Background: an optimization exercise with open tools, aiming at small area, a short achievable clock period and few clock cycles. Do not read the settings as production practice. Function was checked by simulation only, so behaviour that the tests miss may differ from the original. Power and IR drop assume default switching activity.

## tgm_traj
module tgm_traj (
    input  wire        clk,
    input  wire        rst,
    input  wire [31:0] period_us,
    input  wire        cmd_valid,
    output wire        cmd_ready,
    input  wire [2:0]  cmd_op,
    input  wire [15:0] cmd_start,
    input  wire [15:0] cmd_end,
    input  wire [31:0] cmd_duration,
    input  wire        cmd_shape,
    output reg         rsp_valid,
    output wire [15:0] rsp_duty,
    output wire        rsp_active,
    output reg         rsp_ok
);
    localparam MEMSZ = 13;
    localparam OP_TICK      = 3'd0;
    localparam OP_ENQ       = 3'd1;
    localparam OP_SET_DUTY  = 3'd2;
    localparam OP_START     = 3'd3;
    localparam OP_STOP      = 3'd4;
    localparam OP_STOP_OUT  = 3'd5;
    reg         rdy;
    reg         busy;
    assign cmd_ready = rdy;
    reg [15:0] duty_out;
    reg        auto_active;
    assign rsp_duty   = duty_out;
    assign rsp_active = auto_active;
    wire acc     = cmd_valid & rdy;
    wire c_tick  = acc & (cmd_op == OP_TICK);
    wire c_enq   = acc & (cmd_op == OP_ENQ);
    reg [31:0] per;
    always @(posedge clk) per <= period_us;
    reg        auto_en;
    reg        start_pend;
    reg        duty_pend;
    reg [15:0] duty_cmd;
    reg [3:0]  cnt;       
    reg        ld_pend;   
    reg [15:0] m_start [0:MEMSZ-1];
    reg [15:0] m_end   [0:MEMSZ-1];
    reg [31:0] m_dur   [0:MEMSZ-1];
    reg        m_shape [0:MEMSZ-1];
    reg [1:0]  m_cls   [0:MEMSZ-1];
    reg [MEMSZ-1:0] wsel;     
    reg [MEMSZ-1:0] rsel;     
    reg [3:0]  mcnt;
    wire mfull  = (mcnt == MEMSZ);
    wire mwe    = rdy & !mfull;           
    wire enq_ok = c_enq & (cnt != 4'd15);
    wire c_nz, c_n3, c_n6;
    tgm_ge #(.W(32)) u_cz (.a(cmd_duration),               .b(per), .ge(c_nz));
    tgm_ge #(.W(32)) u_c3 (.a({3'd0, cmd_duration[31:3]}), .b(per), .ge(c_n3));
    tgm_ge #(.W(32)) u_c6 (.a({6'd0, cmd_duration[31:6]}), .b(per), .ge(c_n6));
    wire [1:0] c_cls = !c_nz ? 2'd0 : !c_n3 ? 2'd1 : !c_n6 ? 2'd2 : 2'd3;
    integer mi;
    always @(posedge clk) begin
        for (mi = 0; mi < MEMSZ; mi = mi + 1)
            if (mwe && wsel[mi]) begin
                m_start[mi] <= cmd_start;
                m_end[mi]   <= cmd_end;
                m_dur[mi]   <= cmd_duration;
                m_shape[mi] <= cmd_shape;
  ...
make LEC_CHECK=0 CAP_MARGIN=20 CORE_MARGIN=2 CORE_UTILIZATION=70 CTS_CLUSTER_DIAMETER=60 CTS_CLUSTER_SIZE=24 PLACE_DENSITY=0.8 SETUP_SLACK_MARGIN=4.5 SLEW_MARGIN=20 TNS_END_PERCENT=100 finish   # period 8.0 ns
run.sh (not shown) runs the stock make flow with config.mk's settings and CLKGATE_MAP_FILE= SYNTH_SCRIPT=/design/flow/synth_recipe.tcl, a recipe that flattens the netlist after the stock synthesis.
Testbench counts at the start, summed over its fixed seeds: cycles 20,653.
Then changed:
--- a/flow/config.mk
+++ b/flow/config.mk
@@ -10,5 +10,3 @@
-export CORE_UTILIZATION = 70
-export CTS_CLUSTER_DIAMETER = 60
-export CTS_CLUSTER_SIZE = 24
-export PLACE_DENSITY = 0.8
-export SETUP_SLACK_MARGIN = 4.5
+export CORE_UTILIZATION = 65
+export PLACE_DENSITY = 0.75
+export SETUP_SLACK_MARGIN = 5
Effect: Setup slack is better by 180 ps; via count grows by 6.3%; global-route usage grows by 1.5 points; final cell count grows by 6.2%.

---

Starting RTL as in the previous note.
clock: 8.0 ns
lec_check: 0
cap_margin: 20
core_margin: 2
core_utilization: 65
cts_cluster_diameter: 60
cts_cluster_size: 24
place_density: 0.75
setup_slack_margin: 4.7
slew_margin: 20
tns_end_percent: 100
The starting point went through all stages and came out clean.
Testbench counts at the start, summed over its fixed seeds: cycles 20,653.
==> next run, changes <==
--- a/flow/config.mk
+++ b/flow/config.mk
@@ -12,5 +12,5 @@
 export CTS_CLUSTER_SIZE = 24
 export PLACE_DENSITY = 0.75
-export SETUP_SLACK_MARGIN = 4.7
+export SETUP_SLACK_MARGIN = 5
 export SLEW_MARGIN = 20
 export TNS_END_PERCENT = 100
Total power rose by 3.9%.
Cell area went up by 4.3%.
Sequential power goes up by about 0.4%.
Global-route usage rises by 2.2 points.
Clock-buffer cell count went up by 2.
Cell count is higher by 2.2%.

-- what the ideal ports hide --
Ports are ideal in the flow. The routed layouts listed here were re-timed in OpenROAD. Step 1: set_driving_cell puts a clkbuf_16 on clk and a buf_2 on each other input, an assumption about the parent block. Step 2, shift: input delay + t, output delay - t, t = (earliest + latest rising clock arrival at the registers) / 2. This alone moves slack from input paths to output paths. a / b / c = ideal / step 1 / step 2; a / b = the first two.
| run | t, ns | slack for setup (ns) | worst setup path after step 2 | latest minus earliest clock arrival (ns) |
|---|---|---|---|---|
| the first run of note 1 | 0.794 | 4.352 / 4.352 / 3.805 | input to register | 0.056 / 0.056 |
| the second run of note 1 | 0.845 | 4.534 / 4.534 / 4.042 | input to register | 0.045 / 0.045 |
| the first run of note 2 | 0.799 | 4.394 / 4.394 / 3.976 | input to register | 0.054 / 0.054 |
| the second run of note 2 | 0.803 | 4.480 / 4.480 / 3.938 | input to register | 0.049 / 0.049 |
After both steps every run listed still meets setup and hold. For the first run of note 1, which loses most, drivers alone change the setup slack by 0.000 ns; drivers and shift together by -0.547 ns.
